This design comes from an exercise in tuning for a short achievable clock period, few clock cycles per item and low power on the open sky130 flow, not from production work. Only simulation tests tie the RTL to the original design; equivalence was not proved. No activity file was given, so power comes from the tool's default toggle rates.

File: design.v
module phz_fadd (
    input  wire [31:0] a,
    input  wire [31:0] b,
    input  wire        sub,
    output reg  [31:0] y
);
    wire [31:0] bb = {b[31] ^ sub, b[30:0]};
    wire a_nan = (a[30:23] == 8'hFF) && (a[22:0] != 0);
    wire b_nan = (bb[30:23] == 8'hFF) && (bb[22:0] != 0);
    wire a_inf = (a[30:23] == 8'hFF) && (a[22:0] == 0);
    wire b_inf = (bb[30:23] == 8'hFF) && (bb[22:0] == 0);
    wire        swap  = bb[30:0] > a[30:0];
    wire [31:0] big   = swap ? bb : a;
    wire [31:0] sml   = swap ? a : bb;
    wire [8:0]  e_big   = (big[30:23] == 0) ? 9'd1 : {1'b0, big[30:23]};
    wire [8:0]  e_small = (sml[30:23] == 0) ? 9'd1 : {1'b0, sml[30:23]};
    wire [23:0] m_big   = {big[30:23] != 0, big[22:0]};
    wire [23:0] m_small = {sml[30:23] != 0, sml[22:0]};
    wire [8:0]  diff   = e_big - e_small;
    wire [5:0]  dshift = (diff > 9'd31) ? 6'd31 : diff[5:0];
    wire [53:0] small_wide = {m_small, 3'b000, 27'd0} >> dshift;
    wire [26:0] small_al   = {small_wide[53:28], small_wide[27] | (small_wide[26:0] != 0)};
    wire [26:0] big_al     = {m_big, 3'b000};
    wire        eff_sub = big[31] ^ sml[31];
    wire [27:0] sum     = eff_sub ? ({1'b0, big_al} - {1'b0, small_al})
                                  : ({1'b0, big_al} + {1'b0, small_al});
    reg [4:0] lz;
    integer i;
    always @* begin
        lz = 5'd27;
        for (i = 0; i <= 26; i = i + 1)
            if (sum[i]) lz = 5'd26 - i[4:0];
    end
    reg [26:0] norm;
    reg [9:0]  e_norm;
    reg [4:0]  lshift;
    reg        rnd_up;
    reg [24:0] m_rnd;
    reg [9:0]  e_fin;
    always @* begin
        if (sum[27]) begin
            norm   = {sum[27:2], sum[1] | sum[0]};
            e_norm = {1'b0, e_big} + 10'd1;
            lshift = 5'd0;
        end else begin
            lshift = ({4'd0, lz} > (e_big - 9'd1)) ? e_big[4:0] - 5'd1 : lz;
            norm   = sum[26:0] << lshift;
            e_norm = {1'b0, e_big} - {5'd0, lshift};
        end
        rnd_up = norm[2] & (norm[1] | norm[0] | norm[3]);
        m_rnd  = {1'b0, norm[26:3]} + {24'd0, rnd_up};
        e_fin  = m_rnd[24] ? e_norm + 10'd1 : e_norm;
        if (a_nan || b_nan || (a_inf && b_inf && (a[31] != bb[31])))
            y = 32'h7FC00000;
        else if (a_inf || b_inf)
            y = {big[31], 8'hFF, 23'd0};
        else if (sum == 0)
            y = {eff_sub ? 1'b0 : big[31], 31'd0};
        else if (e_fin >= 10'd255)
            y = {big[31], 8'hFF, 23'd0};
        else if (m_rnd[24])
            y = {big[31], e_fin[7:0], m_rnd[23:1]};
        else if (m_rnd[23])
            y = {big[31], e_fin[7:0], m_rnd[22:0]};
        else
            y = {big[31], 8'd0, m_rnd[22:0]};
    end
endmodule
module phz_fmul (
    input  wire [31:0] a,
    input  wire [31:0] b,
    output reg  [31:0] y
);
    wire sign = a[31] ^ b[31];
    wire a_nan  = (a[30:23] == 8'hFF) && (a[22:0] != 0);
    wire b_nan  = (b[30:23] == 8'hFF) && (b[22:0] != 0);
    wire a_inf  = (a[30:23] == 8'hFF) && (a[22:0] == 0);
    wire b_inf  = (b[30:23] == 8'hFF) && (b[22:0] == 0);
    wire a_zero = (a[30:0] == 0);
    wire b_zero = (b[30:0] == 0);
    function [4:0] lz23(input [22:0] m);
        integer k;
        begin
            lz23 = 5'd23;
            for (k = 0; k <= 22; k = k + 1)
                if (m[k]) lz23 = 5'd22 - k[4:0];
        end
    endfunction
    wire        a_sub = (a[30:23] == 0);
    wire        b_sub = (b[30:23] == 0);
    wire [4:0]  lza   = a_sub ? lz23(a[22:0]) + 5'd1 : 5'd0;
    wire [4:0]  lzb   = b_sub ? lz23(b[22:0]) + 5'd1 : 5'd0;
    wire [23:0] ma    = {~a_sub, a[22:0]} << lza;
    wire [23:0] mb    = {~b_sub, b[22:0]} << lzb;
    wire signed [10:0] e0 = $signed({3'd0, a[30:23]}) + $signed({10'd0, a_sub})
                          + $signed({3'd0, b[30:23]}) + $signed({10'd0, b_sub})
                          - $signed({6'd0, lza}) - $signed({6'd0, lzb}) - 11'sd127;
    wire [47:0] prod = ma * mb;
    wire        sub    = (e0 < 11'sd1);
    wire [10:0] nsh    = -e0;
    wire [4:0]  sh     = (nsh > 11'd31) ? 5'd31 : nsh[4:0];
    wire [47:0] ps_sub = prod >> sh;
    wire [47:0] lost   = ~(48'hFFFFFFFFFFFF << sh);
    reg  [24:0] kept;    
    reg         sticky;
    always @* begin
        if (sub) begin
            kept   = ps_sub[47:23];
            sticky = (ps_sub[22:0] != 0) | ((prod & lost) != 0);
        end else if (prod[47]) begin
            kept   = prod[47:23];
            sticky = (prod[22:0] != 0);
        end else begin
            kept   = prod[46:22];
            sticky = (prod[21:0] != 0);
        end
    end
    wire        rnd_up = kept[0] & (sticky | kept[1]);
    wire [24:0] m_rnd  = {1'b0, kept[24:1]} + {24'd0, rnd_up};
    wire signed [10:0] e_nrm = e0 + $signed({10'd0, prod[47]}) + $signed({10'd0, m_rnd[24]});
    always @* begin
        if (a_nan || b_nan || (a_inf && b_zero) || (b_inf && a_zero))
            y = 32'h7FC00000;
        else if (a_inf || b_inf)
            y = {sign, 8'hFF, 23'd0};
        else if (a_zero || b_zero)
            y = {sign, 31'd0};
        else if (sub)
            y = {sign, 6'd0, m_rnd[24:23], m_rnd[22:0]};
        else if (e_nrm > 11'sd254)
            y = {sign, 8'hFF, 23'd0};
        else
            y = {sign, e_nrm[7:0], m_rnd[22:0]};
    end
endmodule
module phz_osc_core (
    input  wire        clk,
    input  wire        rst,
    input  wire        cmd_valid,
    output wire        cmd_ready,
    input  wire [1:0]  cmd_op,        
    input  wire [3:0]  cmd_type,      
    input  wire [31:0] cmd_x0,        
    input  wire [31:0] cmd_x1,        
    input  wire [31:0] cmd_x2,        
    output reg         rsp_valid,
    output wire [31:0] rsp_s0,
    output wire [31:0] rsp_s1,
    output wire [31:0] rsp_s2,
    output reg         rsp_clamp,
    output reg         rsp_err
);
    localparam OP_ADVANCE = 2'd0, OP_INIT = 2'd1, OP_LOAD = 2'd2, OP_READ = 2'd3;
    localparam T_SINE = 4'd1, T_VDP = 4'd7, T_DUF = 4'd8, T_CHUA = 4'd9, T_LOR = 4'd10;
    localparam [31:0] C_ONE       = 32'h3F800000;
    localparam [31:0] C_TWO_PI    = 32'h40C90FDB;
    localparam [31:0] C_F_MIN     = 32'h3A83126F;   
    localparam [31:0] C_IC_SMALL  = 32'h3C23D70A;   
    localparam [31:0] C_IC_CHAOS  = 32'h3DCCCCCD;   
    localparam [31:0] C_DUF_A0    = 32'hBF800000;   
    localparam [31:0] C_DUF_A1    = 32'h41200000;   
    localparam [31:0] C_DUF_C     = 32'hBDCCCCCD;   
    localparam [31:0] C_CHUA_K    = 32'h4179999A;   
    localparam [31:0] C_CHUA_C    = 32'h41E00000;   
    localparam [31:0] C_CHUA_NM1  = 32'hBF36DB6E;   
    localparam [31:0] C_CHUA_H    = 32'h3E5B6DB8;   
    localparam [31:0] C_LOR_SIGMA = 32'h41200000;   
    localparam [31:0] C_LOR_BETA  = 32'h402AAAAB;   
    localparam [31:0] C_LOR_RHO   = 32'h41E00000;   
    localparam [1:0] PH_IDLE = 2'd0, PH_PRO = 2'd1, PH_RUN = 2'd2;
    reg [3:0]  type_act;
    reg [31:0] d1, d2, d3;
    reg        b_valid;
    reg [1:0]  b_op;
    reg [3:0]  b_type;
    reg [31:0] b_x0, b_x1, b_x2;   
    reg        b_clamp;
    reg [31:0] c_dt;
    reg        c_clamp;
    reg [1:0]  phase;
    reg [2:0]  step;
    reg        la_active;    
    reg        pro_ok;       
    reg [31:0] p0, p1, p2, p3;
    reg [31:0] s0, s1, s2;
    reg [31:0] t0, t1, t2;
    reg [31:0] r0, r1, x0, x1;
    assign rsp_s0 = d1;
    assign rsp_s1 = d2;
    assign rsp_s2 = d3;
    wire type_ok = (cmd_type == T_SINE) || (cmd_type == T_VDP) || (cmd_type == T_DUF) ||
                   (cmd_type == T_CHUA) || (cmd_type == T_LOR);
    wire freq_nan  = (cmd_x0[30:23] == 8'hFF) && (cmd_x0[22:0] != 0);
    wire freq_ok   = !freq_nan && !cmd_x0[31] && (cmd_x0[30:0] >= C_F_MIN[30:0]);
    wire b_adv    = b_valid && (b_op == OP_ADVANCE);
    wire b_simple = b_valid && (b_op != OP_ADVANCE);
    reg [2:0] pro_last, run_last, la_first;
    always @* begin
        case (type_act)
        T_SINE:  begin pro_last = 3'd2; run_last = 3'd4; la_first = 3'd1; end
        T_VDP:   begin pro_last = 3'd2; run_last = 3'd5; la_first = 3'd2; end
        T_DUF:   begin pro_last = 3'd1; run_last = 3'd7; la_first = 3'd5; end
        T_CHUA:  begin pro_last = 3'd1; run_last = 3'd6; la_first = 3'd3; end
        default: begin pro_last = 3'd0; run_last = 3'd6; la_first = 3'd6; end
        endcase
    end
    wire       in_pro   = (phase == PH_PRO) || (phase == PH_IDLE && b_adv);
    wire [2:0] pstep    = (phase == PH_PRO) ? step : 3'd0;
    wire       in_run   = (phase == PH_RUN);
    wire       pro_end  = in_pro && (pstep == pro_last);
    wire       run_end  = in_run && (step == run_last);
    wire       la_start = in_run && (step == la_first) && b_adv;
    wire       la_on    = la_active || la_start;    
    wire       do_simple = (phase == PH_IDLE) && b_simple;
    wire       start_run = pro_end || (run_end && b_adv && la_on);
    wire       consume   = start_run || do_simple;
    assign cmd_ready = !b_valid || consume;
    localparam [3:0] MA_K = 4'd0, MA_R0 = 4'd1, MA_R1 = 4'd2, MA_DT = 4'd3, MA_X0 = 4'd4,
                     MA_X1 = 4'd5, MA_D1 = 4'd6, MA_D2 = 4'd7, MA_P0 = 4'd8, MA_S0 = 4'd9;
    localparam [3:0] MB_D1 = 4'd0, MB_D2 = 4'd1, MB_D3 = 4'd2, MB_BF = 4'd3, MB_BDT = 4'd4,
                     MB_S0 = 4'd5, MB_S1 = 4'd6, MB_S2 = 4'd7, MB_T2 = 4'd8, MB_X0 = 4'd9;
    localparam [3:0] MD_NONE = 4'd0, MD_P0 = 4'd1, MD_P1 = 4'd2, MD_P2 = 4'd3, MD_P3 = 4'd4,
                     MD_R0 = 4'd5, MD_R1 = 4'd6, MD_X0 = 4'd7, MD_X1 = 4'd8;
    localparam [3:0] AS_K = 4'd0, AS_D1 = 4'd1, AS_D2 = 4'd2, AS_D3 = 4'd3, AS_P0 = 4'd4,
                     AS_P1 = 4'd5, AS_P2 = 4'd6, AS_P3 = 4'd7, AS_S0 = 4'd8, AS_S1 = 4'd9,
                     AS_T0 = 4'd10, AS_R0 = 4'd11;
    localparam [1:0] AD_NONE = 2'd0, AD_S0 = 2'd1, AD_S1 = 2'd2, AD_S2 = 2'd3;
    localparam [1:0] BD_NONE = 2'd0, BD_T0 = 2'd1, BD_T1 = 2'd2, BD_T2 = 2'd3;
    reg [3:0]  ma, mb, md;
    reg [31:0] mk;                 
    reg [3:0]  aa, ab;
    reg [31:0] ak;                 
    reg        a_sub, a_abs;
    reg [1:0]  ad;
    reg [3:0]  ba, bb;
    reg [31:0] bk;                 
    reg        b_sub;
    reg [1:0]  bd;
    always @* begin
        ma = MA_K; mb = MB_D1; md = MD_NONE; mk = 32'd0;
        aa = AS_D1; ab = AS_D1; ak = 32'd0; a_sub = 1'b0; a_abs = 1'b0; ad = AD_NONE;
        ba = AS_D1; bb = AS_D1; bk = 32'd0; b_sub = 1'b0; bd = BD_NONE;
        if (in_pro) begin
            case (type_act)
            T_SINE, T_VDP: case (pstep)
                3'd0: begin ma = MA_K; mk = C_TWO_PI; mb = MB_BF; md = MD_X0; end
                3'd1: begin ma = MA_X0; mb = MB_X0; md = MD_X1; end
                default: begin ma = MA_X1; mb = MB_BDT; md = MD_R0; end
                endcase
            T_DUF: case (pstep)
                3'd0: begin ma = MA_K; mk = C_TWO_PI; mb = MB_BF; md = MD_X0; end
                default: begin ma = MA_K; mk = C_DUF_A1; mb = MB_X0; md = MD_R0; end
                endcase
            T_CHUA: case (pstep)
                3'd0: begin ma = MA_K; mk = C_CHUA_C; mb = MB_BDT; md = MD_R1; end
                default: begin ma = MA_K; mk = C_CHUA_K; mb = MB_BDT; md = MD_R0; end
                endcase
            default: begin ma = MA_K; mk = C_LOR_SIGMA; mb = MB_BDT; md = MD_R0; end
            endcase
        end else if (in_run) begin
            case (type_act)
            T_SINE: case (step)
                3'd0: begin ma = MA_R0; mb = MB_D2; md = MD_P0; end                        
                3'd1: begin aa = AS_D1; ab = AS_P0; ad = AD_S0;                             
                            if (la_on) begin ma = MA_K; mk = C_TWO_PI; mb = MB_BF; md = MD_X0; end end
                3'd2: begin ma = MA_DT; mb = MB_S0; md = MD_P0; end                        
                3'd3: begin if (la_on) begin ma = MA_X0; mb = MB_X0; md = MD_X1; end end
                default: begin aa = AS_D2; ab = AS_P0; a_sub = 1'b1;                        
                            if (la_on) begin ma = MA_X1; mb = MB_BDT; md = MD_R0; end end
                endcase
            T_VDP: case (step)
                3'd0: begin ma = MA_R0; mb = MB_D2; md = MD_P0; end                        
                3'd1: begin ma = MA_D2; mb = MB_D2; md = MD_P1;                             
                            aa = AS_D1; ab = AS_P0; ad = AD_S0; end                         
                3'd2: begin aa = AS_K; ak = C_ONE; ab = AS_P1; a_sub = 1'b1; ad = AD_S1;    
                            if (la_on) begin ma = MA_K; mk = C_TWO_PI; mb = MB_BF; md = MD_X0; end end
                3'd3: begin aa = AS_S1; ab = AS_S0; a_sub = 1'b1; ad = AD_S1;               
                            if (la_on) begin ma = MA_X0; mb = MB_X0; md = MD_X1; end end
                3'd4: begin ma = MA_DT; mb = MB_S1; md = MD_P0; end                        
                default: begin aa = AS_D2; ab = AS_P0;                                      
                            if (la_on) begin ma = MA_X1; mb = MB_BDT; md = MD_R0; end end
                endcase
            T_DUF: case (step)
                3'd0: begin ma = MA_D1; mb = MB_D1; md = MD_P0;                             
                            aa = AS_K; ak = C_DUF_A0; ab = AS_R0; a_sub = 1'b1; ad = AD_S0; end  
                3'd1: begin ma = MA_P0; mb = MB_D1; md = MD_P0; end                        
                3'd2: begin ma = MA_K; mk = C_DUF_C; mb = MB_D2; md = MD_P1; end           
                3'd3: begin ma = MA_S0; mb = MB_D1; md = MD_P2; end                        
                3'd4: begin ma = MA_DT; mb = MB_D2; md = MD_P3;                             
                            aa = AS_P1; ab = AS_P2; a_sub = 1'b1; ad = AD_S0; end           
                3'd5: begin aa = AS_S0; ab = AS_P0; a_sub = 1'b1; ad = AD_S0;               
                            if (la_on) begin ma = MA_K; mk = C_TWO_PI; mb = MB_BF; md = MD_X0; end end
                3'd6: begin ma = MA_DT; mb = MB_S0; md = MD_P1;                             
                            aa = AS_D1; ab = AS_P3; ad = AD_S1; end                         
                default: begin aa = AS_D2; ab = AS_P1;                                      
                            if (la_on) begin ma = MA_K; mk = C_DUF_A1; mb = MB_X0; md = MD_R0; end end
                endcase
            T_CHUA: case (step)
                3'd0: begin ma = MA_K; mk = C_CHUA_NM1; mb = MB_D1; md = MD_P0;             
                            aa = AS_D1; ab = AS_K; ak = C_ONE; ad = AD_S0;                  
                            ba = AS_D1; bb = AS_K; bk = C_ONE; b_sub = 1'b1; bd = BD_T0; end  
                3'd1: begin ma = MA_R1; mb = MB_D2; md = MD_P1;                             
                            aa = AS_S0; ab = AS_T0; a_sub = 1'b1; a_abs = 1'b1; ad = AD_S0;  
                            ba = AS_D2; bb = AS_D1; b_sub = 1'b1; bd = BD_T0; end           
                3'd2: begin ma = MA_K; mk = C_CHUA_H; mb = MB_S0; md = MD_P2;               
                            aa = AS_D1; ab = AS_D2; a_sub = 1'b1; ad = AD_S1;               
                            ba = AS_D3; bb = AS_P1; b_sub = 1'b1; bd = BD_T1; end           
                3'd3: begin aa = AS_P0; ab = AS_P2; a_sub = 1'b1; ad = AD_S0;               
                            ba = AS_S1; bb = AS_D3; bd = BD_T2;                             
                            if (la_on) begin ma = MA_K; mk = C_CHUA_C; mb = MB_BDT; md = MD_R1; end end
                3'd4: begin ma = MA_DT; mb = MB_T2; md = MD_P1;                             
                            aa = AS_T0; ab = AS_S0; a_sub = 1'b1; ad = AD_S0; end           
                3'd5: begin ma = MA_R0; mb = MB_S0; md = MD_P0;                             
                            aa = AS_D2; ab = AS_P1; ad = AD_S1; end                         
                default: begin aa = AS_D1; ab = AS_P0;                                      
                            if (la_on) begin ma = MA_K; mk = C_CHUA_K; mb = MB_BDT; md = MD_R0; end end
                endcase
            default: case (step)   
                3'd0: begin ma = MA_D1; mb = MB_D2; md = MD_P0;                             
                            aa = AS_K; ak = C_LOR_RHO; ab = AS_D3; a_sub = 1'b1; ad = AD_S0; end  
                3'd1: begin ma = MA_D1; mb = MB_S0; md = MD_P1;                             
                            aa = AS_D2; ab = AS_D1; a_sub = 1'b1; ad = AD_S1; end           
                3'd2: begin ma = MA_K; mk = C_LOR_BETA; mb = MB_D3; md = MD_P2;             
                            aa = AS_P1; ab = AS_D2; a_sub = 1'b1; ad = AD_S0; end           
                3'd3: begin ma = MA_DT; mb = MB_S0; md = MD_P1;                             
                            aa = AS_P0; ab = AS_P2; a_sub = 1'b1; ad = AD_S2; end           
                3'd4: begin ma = MA_R0; mb = MB_S1; md = MD_P0;                             
                            aa = AS_D2; ab = AS_P1; ad = AD_S0; end                         
                3'd5: begin ma = MA_DT; mb = MB_S2; md = MD_P2;                             
                            aa = AS_D1; ab = AS_P0; ad = AD_S1; end                         
                default: begin aa = AS_D3; ab = AS_P2;                                      
                            if (la_on) begin ma = MA_K; mk = C_LOR_SIGMA; mb = MB_BDT; md = MD_R0; end end
                endcase
            endcase
        end
    end
    reg [31:0] mul_a, mul_b;
    always @* begin
        case (ma)
        MA_R0: mul_a = r0;
        MA_R1: mul_a = r1;
        MA_DT: mul_a = c_dt;
        MA_X0: mul_a = x0;
        MA_X1: mul_a = x1;
        MA_D1: mul_a = d1;
        MA_D2: mul_a = d2;
        MA_P0: mul_a = p0;
        MA_S0: mul_a = s0;
        default: mul_a = mk;
        endcase
        case (mb)
        MB_D2:  mul_b = d2;
        MB_D3:  mul_b = d3;
        MB_BF:  mul_b = b_x0;
        MB_BDT: mul_b = b_x1;
        MB_S0:  mul_b = s0;
        MB_S1:  mul_b = s1;
        MB_S2:  mul_b = s2;
        MB_T2:  mul_b = t2;
        MB_X0:  mul_b = x0;
        default: mul_b = d1;
        endcase
    end
    function [31:0] asrc(input [3:0] sel, input [31:0] k,
                         input [31:0] v_d1, input [31:0] v_d2, input [31:0] v_d3,
                         input [31:0] v_p0, input [31:0] v_p1, input [31:0] v_p2,
                         input [31:0] v_p3, input [31:0] v_s0, input [31:0] v_s1,
                         input [31:0] v_t0, input [31:0] v_r0);
        case (sel)
        AS_D1: asrc = v_d1;
        AS_D2: asrc = v_d2;
        AS_D3: asrc = v_d3;
        AS_P0: asrc = v_p0;
        AS_P1: asrc = v_p1;
        AS_P2: asrc = v_p2;
        AS_P3: asrc = v_p3;
        AS_S0: asrc = v_s0;
        AS_S1: asrc = v_s1;
        AS_T0: asrc = v_t0;
        AS_R0: asrc = v_r0;
        default: asrc = k;
        endcase
    endfunction
    wire [31:0] a_opa = asrc(aa, ak, d1, d2, d3, p0, p1, p2, p3, s0, s1, t0, r0);
    wire [31:0] a_opb = asrc(ab, ak, d1, d2, d3, p0, p1, p2, p3, s0, s1, t0, r0);
    wire [31:0] b_opa = asrc(ba, bk, d1, d2, d3, p0, p1, p2, p3, s0, s1, t0, r0);
    wire [31:0] b_opb = asrc(bb, bk, d1, d2, d3, p0, p1, p2, p3, s0, s1, t0, r0);
    wire [31:0] a_in_a = a_abs ? {1'b0, a_opa[30:0]} : a_opa;
    wire [31:0] a_in_b = a_abs ? {1'b0, a_opb[30:0]} : a_opb;
    wire [31:0] mul_y, adda_y, addb_y;
    phz_fmul u_fmul  (.a(mul_a), .b(mul_b), .y(mul_y));
    phz_fadd u_fadd  (.a(a_in_a), .b(a_in_b), .sub(a_sub), .y(adda_y));
    phz_fadd u_fadd2 (.a(b_opa), .b(b_opb), .sub(b_sub), .y(addb_y));
    function [31:0] plus0(input [31:0] v);
        plus0 = (v[30:0] == 31'd0) ? 32'd0 : v;
    endfunction
    always @(posedge clk) begin
        case (md)
        MD_P0: p0 <= mul_y;
        MD_P1: p1 <= mul_y;
        MD_P2: p2 <= mul_y;
        MD_P3: p3 <= mul_y;
        MD_R0: r0 <= mul_y;
        MD_R1: r1 <= mul_y;
        MD_X0: x0 <= mul_y;
        MD_X1: x1 <= mul_y;
        default: ;
        endcase
        case (ad)
        AD_S0: s0 <= adda_y;
        AD_S1: s1 <= adda_y;
        AD_S2: s2 <= adda_y;
        default: ;
        endcase
        case (bd)
        BD_T0: t0 <= addb_y;
        BD_T1: t1 <= addb_y;
        BD_T2: t2 <= addb_y;
        default: ;
        endcase
        if (rst) begin
            phase     <= PH_IDLE;
            step      <= 3'd0;
            la_active <= 1'b0;
            pro_ok    <= 1'b0;
            b_valid   <= 1'b0;
            type_act  <= T_SINE;
            d1        <= C_IC_SMALL;
            d2        <= C_IC_SMALL;
            d3        <= C_IC_SMALL;
            rsp_valid <= 1'b0;
            rsp_clamp <= 1'b0;
            rsp_err   <= 1'b0;
        end else begin
            rsp_valid <= 1'b0;
            if (consume) b_valid <= 1'b0;
            if (cmd_valid && cmd_ready) begin
                b_valid <= 1'b1;
                b_op    <= cmd_op;
                b_type  <= cmd_type;
                b_x0    <= (cmd_op == OP_ADVANCE && !freq_ok) ? C_F_MIN : cmd_x0;
                b_x1    <= cmd_x1;
                b_x2    <= cmd_x2;
                b_clamp <= (cmd_op == OP_ADVANCE) && !freq_ok;
            end
            if (start_run) begin
                c_dt    <= b_x1;
                c_clamp <= b_clamp;
            end
            case (phase)
            PH_IDLE: begin
                if (do_simple) begin
                    rsp_valid <= 1'b1;
                    rsp_clamp <= 1'b0;
                    rsp_err   <= 1'b0;
                    case (b_op)
                    OP_INIT: begin
                        if (b_type == T_SINE || b_type == T_VDP || b_type == T_DUF ||
                            b_type == T_CHUA || b_type == T_LOR) begin
                            type_act <= b_type;
                            if (b_type >= 4'd7) begin
                                d1 <= C_IC_CHAOS; d2 <= C_IC_CHAOS; d3 <= C_IC_CHAOS;
                            end else begin
                                d1 <= C_IC_SMALL; d2 <= C_IC_SMALL; d3 <= C_IC_SMALL;
                            end
                        end else begin
                            rsp_err <= 1'b1;
                        end
                    end
                    OP_LOAD: begin
                        if (type_act >= 4'd7) begin
                            d1 <= b_x0; d2 <= b_x1; d3 <= b_x2;
                        end
                    end
                    default: ;
                    endcase
                end else if (b_adv) begin
                    if (pro_end) begin phase <= PH_RUN; step <= 3'd0; end
                    else         begin phase <= PH_PRO; step <= 3'd1; end
                end
            end
            PH_PRO: begin
                if (pro_end) begin phase <= PH_RUN; step <= 3'd0; end
                else         step <= step + 3'd1;
            end
            default: begin   
                if (la_start) la_active <= 1'b1;
                if (run_end) begin
                    la_active <= 1'b0;
                    rsp_valid <= 1'b1;
                    rsp_clamp <= c_clamp;
                    rsp_err   <= 1'b0;
                    case (type_act)
                    T_SINE, T_VDP: begin
                        d1 <= s0;
                        d2 <= plus0(adda_y);
                    end
                    T_DUF: begin
                        d1 <= plus0(s1);
                        d2 <= adda_y;
                    end
                    T_CHUA: begin
                        d1 <= plus0(adda_y);
                        d2 <= s1;
                        d3 <= t1;
                    end
                    default: begin
                        d1 <= plus0(s1);
                        d2 <= s0;
                        d3 <= adda_y;
                    end
                    endcase
                    if (start_run)  begin phase <= PH_RUN; step <= 3'd0; end
                    else if (b_adv) begin phase <= PH_PRO; step <= 3'd0; end
                    else            begin phase <= PH_IDLE; step <= 3'd0; end
                end else begin
                    step <= step + 3'd1;
                end
            end
            endcase
        end
    end
endmodule
File: run.sh
#!/bin/bash
# synth_recipe.tcl (not shown) runs the flow's synth.tcl, then flattens the netlist and writes it again
# the make line also repeats each setting of config.mk as NAME=value (left out here)
make -C /OpenROAD-flow-scripts/flow DESIGN_CONFIG=/design/flow/config.mk WORK_HOME=/design/flow/orfs CLKGATE_MAP_FILE= SYNTH_SCRIPT=/design/flow/synth_recipe.tcl finish
File: constraint.sdc
create_clock -name core_clock -period 27.0 [get_ports {clk}]
set_input_delay 5.4000 -clock core_clock [delete_from_list [all_inputs] [get_ports {clk}]]
set_output_delay 5.4000 -clock core_clock [all_outputs]
set_load 0.01 [all_outputs]
File: config.mk
export PLATFORM = sky130hd
export DESIGN_NAME = phz_osc_core
export DESIGN_NICKNAME = phz_osc_core
export VERILOG_FILES = /design/flow/design.v
export SDC_FILE = /design/flow/constraint.sdc
export NUM_CORES = 4
export LEC_CHECK = 0
export CAP_MARGIN = 20
export CORE_MARGIN = 2
export CORE_UTILIZATION = 25
export SLEW_MARGIN = 20
==> run_results.csv <==
group,metric,value,unit
outcome,status,"complete, no violations",
drt,vias,97580,
worst_setup_path,crit_fanout,32,
sta,slew_headroom,0.05304,
finish,final_common_cell,"nand2_1",
worst_setup_path,slowest_stage,"ha_1",
finish,ff_latch_area,0.01974,mm²
global_route,grt_overflow,0,
finish,final_cell_mix,"1367 x nand2_1, 853 x inv_1, 818 x buf_4",
global_route,grt_pass1_vias,91420,
finish,drive_gt1_frac,0.1285,
min_path,hp-class,"flop to flop",
yosys,syn-num-nets,11790,
yosys,synth_flop_cell,"edfxtp_1",
sta,rsz0062_at_grt,"no",
drt,viasPerCell,6.139,
die,core-area,0.3492,mm²
worst_setup_path,startpoint,"step[0]",
yosys,syn_area,0.08771,mm²
sta,layout_setup_ws,1.045,ns
min_path,worstHoldPathCells,2,
worst_setup_path,cp.required,27.63,ns
clocking,cts_tree,"built",
global_route,grt_pass1_wl,739900,µm
clocking,cts.sinks,694,
yosys,synth_edf_count,584,
clocking,clk_pin_slew,0.06,ns
global_route,grt_max_degree,63,
power_and_ir_drop,p_total,0.01620,W
clocking,root_buffer,"clkbuf_16",
clocking,cts_max_path_buffers,3,
finish,fillers,37400,
yosys,synth-warning-count,3,
finish,nets,12200,
worst_setup_path,path_delay_family,"compound AO/OA/AOI/OAI gates",
sta,final-setup-viol-count,0,
worst_setup_path,cpPeakStageDelay,0.93,ns
drt,wire_per_inst,33.93,µm
drt,wl,539300,µm
sta,hold_violations,0,
global_route,grtUsageTotal,0.2920,
clocking,cts_inserted_buffers,81,
clocking,htreeDepth,3,
sta,skew,0.07310,ns
sta,fin_crit,25.95,ns
sta,worstMarginPinSlew,1.418,ns
worst_setup_path,startpoint_type,"flop",
power_and_ir_drop,leakage,40.47,nW
worst_setup_path,rr_startpoint,"step[0]",
global_route,antenna_found_initial,61,
drt,first_pass_iters,13,
worst_setup_path,worstSetupEndpointType,"flop",
worst_setup_path,worst-r2r-cell-count,85,
sta,fmax,0.03853,GHz
worst_setup_path,criticalPathCategory,"flop to flop",
place,dpl.hpwl,418300,µm
place,gp_congestion,1.124,
yosys,yosysSeqAreaShare,0.2251,
worst_setup_path,path_depth,85,
yosys,avgSynthCellArea,8.137,µm²
clocking,holdBufCountCts,0,
die,die_height,596.3,µm
clocking,clk_latency,0.81,ns
die,die_w,596.3,µm
finish,area_growth_syn_to_layout,17.57,%
run,maxCapViolations,0,
drt,ant_nets,0,
worst_setup_path,arrival,26.59,ns
yosys,ys_async_sr_fraction,0,
sta,fin_crit_sh,0.9613,
place,pre_cts_ws,1.688,ns
drt,post-route-drc-count,0,
power_and_ir_drop,max-vdd-ir-drop,0.2834,mV
die,die_area,0.3556,mm²
drt,drtIter0Drc,15260,
place,dp.cells,15700,
die,boundaryPins,205,
place,portBuffers,204,
die,rows,217,
finish,final_cells,15890,
finish,final_util,0.2953,
power_and_ir_drop,powerDensity,157.1,mW/mm²
yosys,synth_cells,10780,
finish,multiInputGateArea,0.06272,mm²
die,start_util,0.2512,
yosys,ys_types,137,
min_path,min-delay-start,"rsp_clamp",
yosys,ys_seq_elements,694,
sta,fin_setup_tns,0,ns
worst_setup_path,path_buf_inv,12,
sta,drv_slew,0,
==> per-stage QoR <==
stage                     instance area, µm²  hold slack, ns
after floorplan                        87710          0.4003
after global placement                100000          0.4455
after detailed placement              100000          0.4574
after CTS                             102900          0.4655
after global routing                  103000          0.5080
final                                 103100          0.4648
==> layer usage <==
layer	track usage	part of all wire	vias up
met2	0.4241	0.41	7282
met4	0.2205	0.096	30
li1	-	-	40350
met5	0.005274	0.00090	-
met3	0.1075	0.13	2057
met1	0.3495	0.37	47860
==> power by group <==
group / internal (W) / switching, W / total [W]
Clock: 0.000691 / 0.000579 / 0.00127
Sequential: 0.00153 / 0.0000747 / 0.00161
Combinational: 0.00463 / 0.00869 / 0.0133
Total: 0.00686 / 0.00934 / 0.0162
==> worst reg2reg max path, delay by kind of cell (launching register included) <==
family          cells  cell delay [ns]
compound gates     34            10.37
fa+ha+maj           6             2.70
buf+inv            12             2.52
flops               1             0.75
mux                 1             0.19
simple gates       32             9.33
==> cell type report <==
cell class,count,share of cell area
antenna,41,0.0009950
clock buffer,91,0.02073
clock inverter,59,0.007535
inverter,869,0.03166
multi-input combinational,8497,0.6082
sequential,694,0.1914
tap,4599,0.05580
timing repair buffer,1044,0.08364
==> Yosys cell counts, types with 116 or more instances <==
| cell type | n | area (µm²) |
|---|---|---|
| nand4_1 | 119 | 744.5 |
| fa_1 | 499 | 9990 |
| mux2i_1 | 441 | 4414 |
| inv_1 | 853 | 3202 |
| a221oi_1 | 125 | 1095 |
| nand3_1 | 276 | 1381 |
| a21oi_1 | 747 | 3739 |
| o21ai_0 | 557 | 2788 |
| ha_1 | 409 | 5117 |
| a211oi_1 | 120 | 900.9 |
| nor2_1 | 841 | 3157 |
| and2_1 | 119 | 744.5 |
| nor3_1 | 286 | 1431 |
| edfxtp_1 | 584 | 17540 |
| clkbuf_1 | 565 | 2121 |
| and3_1 | 116 | 725.7 |
| mux2_2 | 140 | 1577 |
| xnor2_1 | 162 | 1419 |
| a22oi_1 | 200 | 1501 |
| nand2_1 | 1371 | 5146 |
==> cell families after synthesis <==
family          after synthesis  synth area share
compound gates             3095            0.2420
xor+xnor                    223           0.02227
fa+ha+maj                   910            0.1725
buf+inv                    1587           0.06946
flops                       694            0.2251
mux                         600           0.07296
simple gates               3669            0.1958
==> final timing paths <==
check                                 end  slack (ns)
worst max-delay path               d1[31]        1.05
worst min-delay path            rsp_clamp        0.46
worst max register to register     d1[31]        1.05
worst min register to register  rsp_clamp        0.46
==> what timing repair did <==
item / 4_1_cts / 5_1_grt
gates resized for setup: 0 / 1
setup endpoints to repair: 0 / 7
buffers inserted: 0 / 0
Testbench counts, summed over its fixed seeds: cycles 106,456, items 16,000.

## separate check: timing with driven ports
How much do the figures lean on ideal ports? The routed layout below was timed once more, with nothing changed but the port constraints. Step 1 sets driving cells, clkbuf_16 on the clock port and buf_2 on the other inputs (assumed; they add their load-dependent delay and slew). Step 2 also shifts input and output timing later by t, the mid clock arrival at the registers, as if the neighbouring blocks saw the same clock. Slacks: ideal ports / drivers / drivers and shift; pairs: ideal ports / drivers.
t (ns): 0.863
setup WS [ns]: 1.045 / 1.045 / 1.045
worst setup path after step 2: register to register
cell pins on the clock port's net: 1
After both steps this run still meets setup and hold. The setup slack of this run moves by 0.000 ns with the drivers and by 0.000 ns with both steps.
